Context: an optimization exercise on an open-source flow, tuned for small area, a short achievable clock period and few clock cycles per item. The choices shown serve that exercise and are no tape-out recipe. Where RTL was checked, it was by simulation tests only, not by an equivalence proof against the original.

yarrow:
Design wsr_ramp_scaler, start of the top module:
module wsr_ramp_scaler (
    input  wire        clk,
    input  wire        rst,
    input  wire        cmd_valid,
    output wire        cmd_ready,
    input  wire [31:0] cmd_gs,
    input  wire [31:0] cmd_ge,
    input  wire [15:0] cmd_n,
    input  wire [7:0]  cmd_c,
    input  wire        in_valid,
    output wire        in_ready,
    input  wire [31:0] in_data,
    output reg         out_valid,
    input  wire        out_ready,
    output reg  [31:0] out_data,
    output reg         out_last
);
==> flow/config.mk <==
export PLATFORM = sky130hd
export DESIGN_NAME = wsr_ramp_scaler
export DESIGN_NICKNAME = wsr_ramp_scaler
export VERILOG_FILES = /design/flow/design.v
export SDC_FILE = /design/flow/constraint.sdc
export NUM_CORES = 4
export LEC_CHECK = 0
export CAP_MARGIN = 20
export CORE_MARGIN = 2
export CORE_UTILIZATION = 55
export CTS_BUF_LIST = sky130_fd_sc_hd__clkbuf_8
export SLEW_MARGIN = 20
==> flow/constraint.sdc <==
create_clock -name core_clock -period 36.0 [get_ports {clk}]
set_input_delay 7.2000 -clock core_clock [delete_from_list [all_inputs] [get_ports {clk}]]
set_output_delay 7.2000 -clock core_clock [all_outputs]
set_load 0.01 [all_outputs]
standard.sh (not shown) runs the stock make flow with config.mk's settings and CLKGATE_MAP_FILE= SYNTH_SCRIPT=/design/flow/synth_recipe.tcl, a recipe that flattens the netlist after the stock synthesis.
==> flow/flow/run.sh <==
#!/bin/bash
# Own layout flow: the standard flow (standard.sh, unchanged synthesis),
# with two changes to how the layout is made:
#  - the port buffers are sky130_fd_sc_hd__buf_2 cells instead of the delay
#    buffers buffer_ports picks by default;
#  - the resizer's setup repair is asked to keep a margin below the clock
#    period, so that it sizes the cells on the longest paths instead of
#    leaving the minimum-size cells that synthesis gave.
# The constraints (SDC) are the standard flow's own and unchanged. Each step's full
# output goes to a log file here.
set -euo pipefail
export SETUP_SLACK_MARGIN=27.4
export BUFFER_PORTS_ARGS="-buffer_cell sky130_fd_sc_hd__buf_2"
bash standard.sh synth > synth.log 2>&1
bash standard.sh finish > layout.log 2>&1
## Diff of input files: garnet against yarrow
-- flow/design.v --
<<< yarrow, line 175
    wire        x_inf  = (x_expf == 8'hFF) && (x_man == 0);
    wire        x_zero = (x_expf == 8'h00) && (x_k == 5'd0);
    wire [23:0] xs = {1'b1, x_man};
    wire [26:0] yy = {2'b00, 1'b1, g_man, 1'b0};
    reg  [47:0] prod;
    integer j;
    always @* begin : booth
        reg [2:0]  t;
        reg        neg, one, two;
        reg [24:0] m;
        prod = 48'd0;
        for (j = 0; j < 13; j = j + 1) begin
            t    = yy[2*j +: 3];
            neg  = t[2] & ~(t[1] & t[0]);
            one  = t[1] ^ t[0];
            two  = (t == 3'b011) || (t == 3'b100);
            m    = one ? {1'b0, xs} : two ? {xs, 1'b0} : 25'd0;
            m    = neg ? ~m : m;
            prod = prod + ({22'd0, ~neg, m} << (2*j)) + ({47'd0, neg} << (2*j));
        end
        prod = prod + 48'h555556000000;    
    end
    assign p_hi = prod[47:22];
    assign p_st = |prod[21:0];
>>> garnet, line 175
    wire        x_inf  = (x_expf == 8'hFF) && (x_man == 0);
    wire        x_zero = (x_expf == 8'h00) && (x_k == 5'd0);
    wire [47:0] prod = {1'b1, x_man} * {1'b1, g_man};
    assign p_hi = prod[47:22];
    assign p_st = |prod[21:0];
<<< yarrow, line 236
    input  wire              load_n,     
    input  wire [15:0]       n,
    input  wire              start,      
    input  wire              a_sign,
>>> garnet, line 217
    input  wire              load_n,     
    input  wire [15:0]       n,
    input  wire [31:0]       ge,         
    output wire [31:0]       ge_q,
    input  wire              start,      
    input  wire              a_sign,
<<< yarrow, line 286
            sn <= sn + 4'd1;
        end
        case (state)
            S_IDLE: begin
                rem   <= {1'b0, a_sig};
                q     <= 26'd0;
                cnt   <= 5'd0;
                ex    <= $signed({a_exp[9], a_exp}) - 11'sd15;
>>> garnet, line 269
            sn <= sn + 4'd1;
        end
        if (load_n)
            {rem[5:0], q} <= ge;
        else if (state == S_IDLE && start) begin
            rem   <= {1'b0, a_sig};
            q     <= 26'd0;
        end
        case (state)
            S_IDLE: begin
                cnt   <= 5'd0;
                ex    <= $signed({a_exp[9], a_exp}) - 11'sd15;
<<< yarrow, line 319
    wire [30:0] pk  = {q[25] ? ex[7:0] : 8'd0, q[24:2]} + {30'd0, inc};
    assign ready  = (state == S_DONE);
    assign d_sign = sg;
    assign d_nan  = fnan;
>>> garnet, line 306
    wire [30:0] pk  = {q[25] ? ex[7:0] : 8'd0, q[24:2]} + {30'd0, inc};
    assign ready  = (state == S_DONE);
    assign ge_q   = {rem[5:0], q};
    assign d_sign = sg;
    assign d_nan  = fnan;
<<< yarrow, line 346
    assign in_ready  = in_rdy_o;     
    reg         p_valid, p_subbed, p_loaded, p_nz;
    reg  [31:0] p_gs, p_ge;
    reg  [15:0] p_n;
    reg  [7:0]  p_c;
>>> garnet, line 334
    assign in_ready  = in_rdy_o;     
    reg         p_valid, p_subbed, p_loaded, p_nz;
    reg  [31:0] p_gs;
    reg  [15:0] p_n;
    reg  [7:0]  p_c;
<<< yarrow, line 392
    wire        r_last    = (r_cnt == 16'd0);
    wire        div_ready, d_sign, d_nan, d_inf;
    wire [7:0]  d_exp;
    wire [23:0] d_sig;
>>> garnet, line 380
    wire        r_last    = (r_cnt == 16'd0);
    wire        div_ready, d_sign, d_nan, d_inf;
    wire [31:0] p_ge;            
    wire [7:0]  d_exp;
    wire [23:0] d_sig;
<<< yarrow, line 398
    wire [23:0] y_sig;
    wsr_fp_div u_div (
        .clk(clk), .rst(rst), .load_n(!p_valid), .n(cmd_n),
        .start(a1_valid && a1_sub),
        .a_sign(y_sign), .a_exp(y_exp), .a_sig(y_sig),
>>> garnet, line 387
    wire [23:0] y_sig;
    wsr_fp_div u_div (
        .clk(clk), .rst(rst), .load_n(!p_valid), .n(cmd_n), .ge(cmd_ge), .ge_q(p_ge),
        .start(a1_valid && a1_sub),
        .a_sign(y_sign), .a_exp(y_exp), .a_sig(y_sig),
<<< yarrow, line 442
                                      : (p_nz && !(g_load && a1_first));
    wire        g_valid_n  = g_load || (g_valid && !consume);
    wire        in_nrm     = (in_data[30:23] == 8'd0) && (in_data[22:0] != 23'd0);
    wire        s0_valid_n = in_fire || (s0_valid && !s0_dep);
    wire        s0_nrm_n   = in_fire ? in_nrm : (s0_nrm && !s0_man[22]);
    wire        s1_valid_n = s1_adv ? s0_dep : s1_valid;
    wire        s1_dn_n    = s1_adv ? ((m_e47 < 11'sd2) && (m_kind == 2'd0))
>>> garnet, line 431
                                      : (p_nz && !(g_load && a1_first));
    wire        g_valid_n  = g_load || (g_valid && !consume);
    wire        in_nrm     = (in_data[30:23] == 8'd0);
    wire        s0_mz      = (s0_man == 23'd0);
    wire        s0_valid_n = in_fire || (s0_valid && !s0_dep);
    wire        s0_nrm_n   = in_fire ? in_nrm : (s0_nrm && !s0_man[22] && !s0_mz);
    wire        s1_valid_n = s1_adv ? s0_dep : s1_valid;
    wire        s1_dn_n    = s1_adv ? ((m_e47 < 11'sd2) && (m_kind == 2'd0))
<<< yarrow, line 454
        if (!p_valid) begin
            p_gs <= cmd_gs;
            p_ge <= cmd_ge;
            p_n  <= cmd_n;
            p_c  <= cmd_c;
>>> garnet, line 444
        if (!p_valid) begin
            p_gs <= cmd_gs;
            p_n  <= cmd_n;
            p_c  <= cmd_c;
<<< yarrow, line 506
            s0_man  <= in_data[22:0];
            s0_k    <= 5'd0;
        end else if (s0_nrm) begin
            s0_man  <= {s0_man[21:0], 1'b0};
            s0_k    <= s0_k + 5'd1;
>>> garnet, line 495
            s0_man  <= in_data[22:0];
            s0_k    <= 5'd0;
        end else if (s0_nrm && !s0_mz) begin
            s0_man  <= {s0_man[21:0], 1'b0};
            s0_k    <= s0_k + 5'd1;
Findings:
- garnet did not stop at any stage, and its layout met the timing, design-rule and antenna checks.
- What garnet reported for layout inverter count without the clock tree has to be multiplied by 0.66 to get the figure for yarrow.
- garnet gives more core area than yarrow did.
- Going from yarrow to garnet, height of the chip now larger, die extent in x now sits higher.
- Between garnet and yarrow, the design area figures differ only marginally.
- garnet against yarrow: total die area increased by 0.93% relative to the old numbers, share of synthesized area spent on multiplexers climbed 0.59 points.
- The higher placed wire-length estimate after detailed placement came out of yarrow.
- The count of buffers not belonging to the clock network in the layout in garnet is 0.873 times that in yarrow.
- Compared with yarrow, garnet shows a lower first-pass GRT wire length.
- Row total number of vias: garnet lower / yarrow higher
Testbench counts of garnet, summed over its fixed seeds: cycles 52,356, samples 52,064.
For yarrow, only the layout was checked, not whether the RTL still works.

========
wsr_ramp_scaler, a different RTL version from the one above (not shown whole).
Size in the first run: roughly 6200 cells after synthesis, roughly 620 flip-flops, ~160 I/O pins.
==> module wsr_fp_mul_s1, before the edit <==
module wsr_fp_mul_s1 (
    input  wire               x_sign,
    input  wire [7:0]         x_expf,    
    input  wire [22:0]        x_man,     
    input  wire [4:0]         x_k,       
    input  wire               g_sign,
    input  wire signed [9:0]  g_exp,
    input  wire [22:0]        g_man,
    input  wire               g_nan,
    input  wire               g_inf,
    input  wire               g_zero,
    output wire [25:0]        p_hi,      
    output wire               p_st,      
    output wire signed [10:0] e47,       
    output wire               sign,
    output wire [1:0]         kind       
);
    wire        x_nan  = (x_expf == 8'hFF) && (x_man != 0);
    wire        x_inf  = (x_expf == 8'hFF) && (x_man == 0);
    wire        x_zero = (x_expf == 8'h00) && (x_k == 5'd0);
    wire [23:0] xs = {1'b1, x_man};
    wire [26:0] yy = {2'b00, 1'b1, g_man, 1'b0};
    reg  [47:0] prod;
    integer j;
    always @* begin : booth
        reg [2:0]  t;
        reg        neg, one, two;
        reg [24:0] m;
        prod = 48'd0;
        for (j = 0; j < 13; j = j + 1) begin
            t    = yy[2*j +: 3];
            neg  = t[2] & ~(t[1] & t[0]);
            one  = t[1] ^ t[0];
            two  = (t == 3'b011) || (t == 3'b100);
            m    = one ? {1'b0, xs} : two ? {xs, 1'b0} : 25'd0;
            m    = neg ? ~m : m;
            prod = prod + ({22'd0, ~neg, m} << (2*j)) + ({47'd0, neg} << (2*j));
        end
        prod = prod + 48'h555556000000;    
    end
    assign p_hi = prod[47:22];
    assign p_st = |prod[21:0];
    wire signed [10:0] ex = (x_expf == 8'd0) ? (11'sd1 - $signed({6'b0, x_k}))
                                             : $signed({3'b0, x_expf});
    assign e47  = ex + $signed({g_exp[9], g_exp}) - 11'sd126;
    assign sign = x_sign ^ g_sign;
    wire nan = x_nan || g_nan || (x_inf && g_zero) || (g_inf && x_zero);
    wire inf = x_inf || g_inf;
    wire zer = x_zero || g_zero;
    assign kind = nan ? 2'd3 : inf ? 2'd2 : zer ? 2'd1 : 2'd0;
endmodule
clock: 36.0 ns
lec_check: 0
cap_margin: 5
core_margin: 2
core_utilization: 70
cts_buf_list: sky130_fd_sc_hd__clkbuf_8
cts_cluster_diameter: 60
cts_cluster_size: 16
slew_margin: 5
Scripts as last shown in full above: flow/flow/run.sh
The first run ran to the end with no violations.
Testbench counts at the start, summed over its fixed seeds: cycles 52,356, samples 52,064.
Next try:
--- a/flow/design.v
+++ b/flow/design.v
@@ -171,32 +171,13 @@
     output wire               sign,
     output wire [1:0]         kind       
 );
     wire        x_nan  = (x_expf == 8'hFF) && (x_man != 0);
     wire        x_inf  = (x_expf == 8'hFF) && (x_man == 0);
     wire        x_zero = (x_expf == 8'h00) && (x_k == 5'd0);
-    wire [23:0] xs = {1'b1, x_man};
-    wire [26:0] yy = {2'b00, 1'b1, g_man, 1'b0};
-    reg  [47:0] prod;
-    integer j;
-    always @* begin : booth
-        reg [2:0]  t;
-        reg        neg, one, two;
-        reg [24:0] m;
-        prod = 48'd0;
-        for (j = 0; j < 13; j = j + 1) begin
-            t    = yy[2*j +: 3];
-            neg  = t[2] & ~(t[1] & t[0]);
-            one  = t[1] ^ t[0];
-            two  = (t == 3'b011) || (t == 3'b100);
-            m    = one ? {1'b0, xs} : two ? {xs, 1'b0} : 25'd0;
-            m    = neg ? ~m : m;
-            prod = prod + ({22'd0, ~neg, m} << (2*j)) + ({47'd0, neg} << (2*j));
-        end
-        prod = prod + 48'h555556000000;    
-    end
+    wire [47:0] prod = {1'b1, x_man} * {1'b1, g_man};
     assign p_hi = prod[47:22];
     assign p_st = |prod[21:0];
     wire signed [10:0] ex = (x_expf == 8'd0) ? (11'sd1 - $signed({6'b0, x_k}))
                                              : $signed({3'b0, x_expf});
     assign e47  = ex + $signed({g_exp[9], g_exp}) - 11'sd126;
     assign sign = x_sign ^ g_sign;
- worst setup slack improves by 0.0065 ns
- utilization came out lower by 1.1 points
- die area came out higher by 2.0%
- fmax stays flat
- global-route usage came out lower by 0.78 points
- via count came out lower by 3.6%
- critical path depth is unchanged
- sequential share of layout area came out lower by 0.38 points
- register-to-register slack improves by 0.22 ns
Testbench counts after the change, summed over its fixed seeds: cycles 52,356, samples 52,064.

afterwards: timing with drivers on the ports:
In the flow no input, the clock included, has a driving cell. The finished layouts below were timed again as built, in two steps.
Step 1: set_driving_cell puts a clkbuf_16 on clk and a buf_2 on each other input, an assumption about the parent block.
Step 2 adds t to the input delays and takes it off the output delays; t is the mean of the earliest and latest rising clock arrival at the registers after step 1. Input paths then give back, and output paths get back, about the clock's delay inside the block.
a / b / c = ideal ports / drivers / drivers and shift; a / b = the first two.
run | shift t [ns] | setup WS [ns] | pins driven straight from the clock port
yarrow | 0.867 | 27.371 / 27.392 / 26.553 | 1
garnet | 0.852 | 27.462 / 27.391 / 27.332 | 1
the first run of note 2 | 0.806 | 27.452 / 27.380 / 27.398 | 1
the second run of note 2 | 0.787 | 27.458 / 27.387 / 27.391 | 1
After both steps every run listed still meets setup and hold. The setup slack of yarrow, which loses most, moves by +0.021 ns with the drivers and by -0.818 ns with both steps.
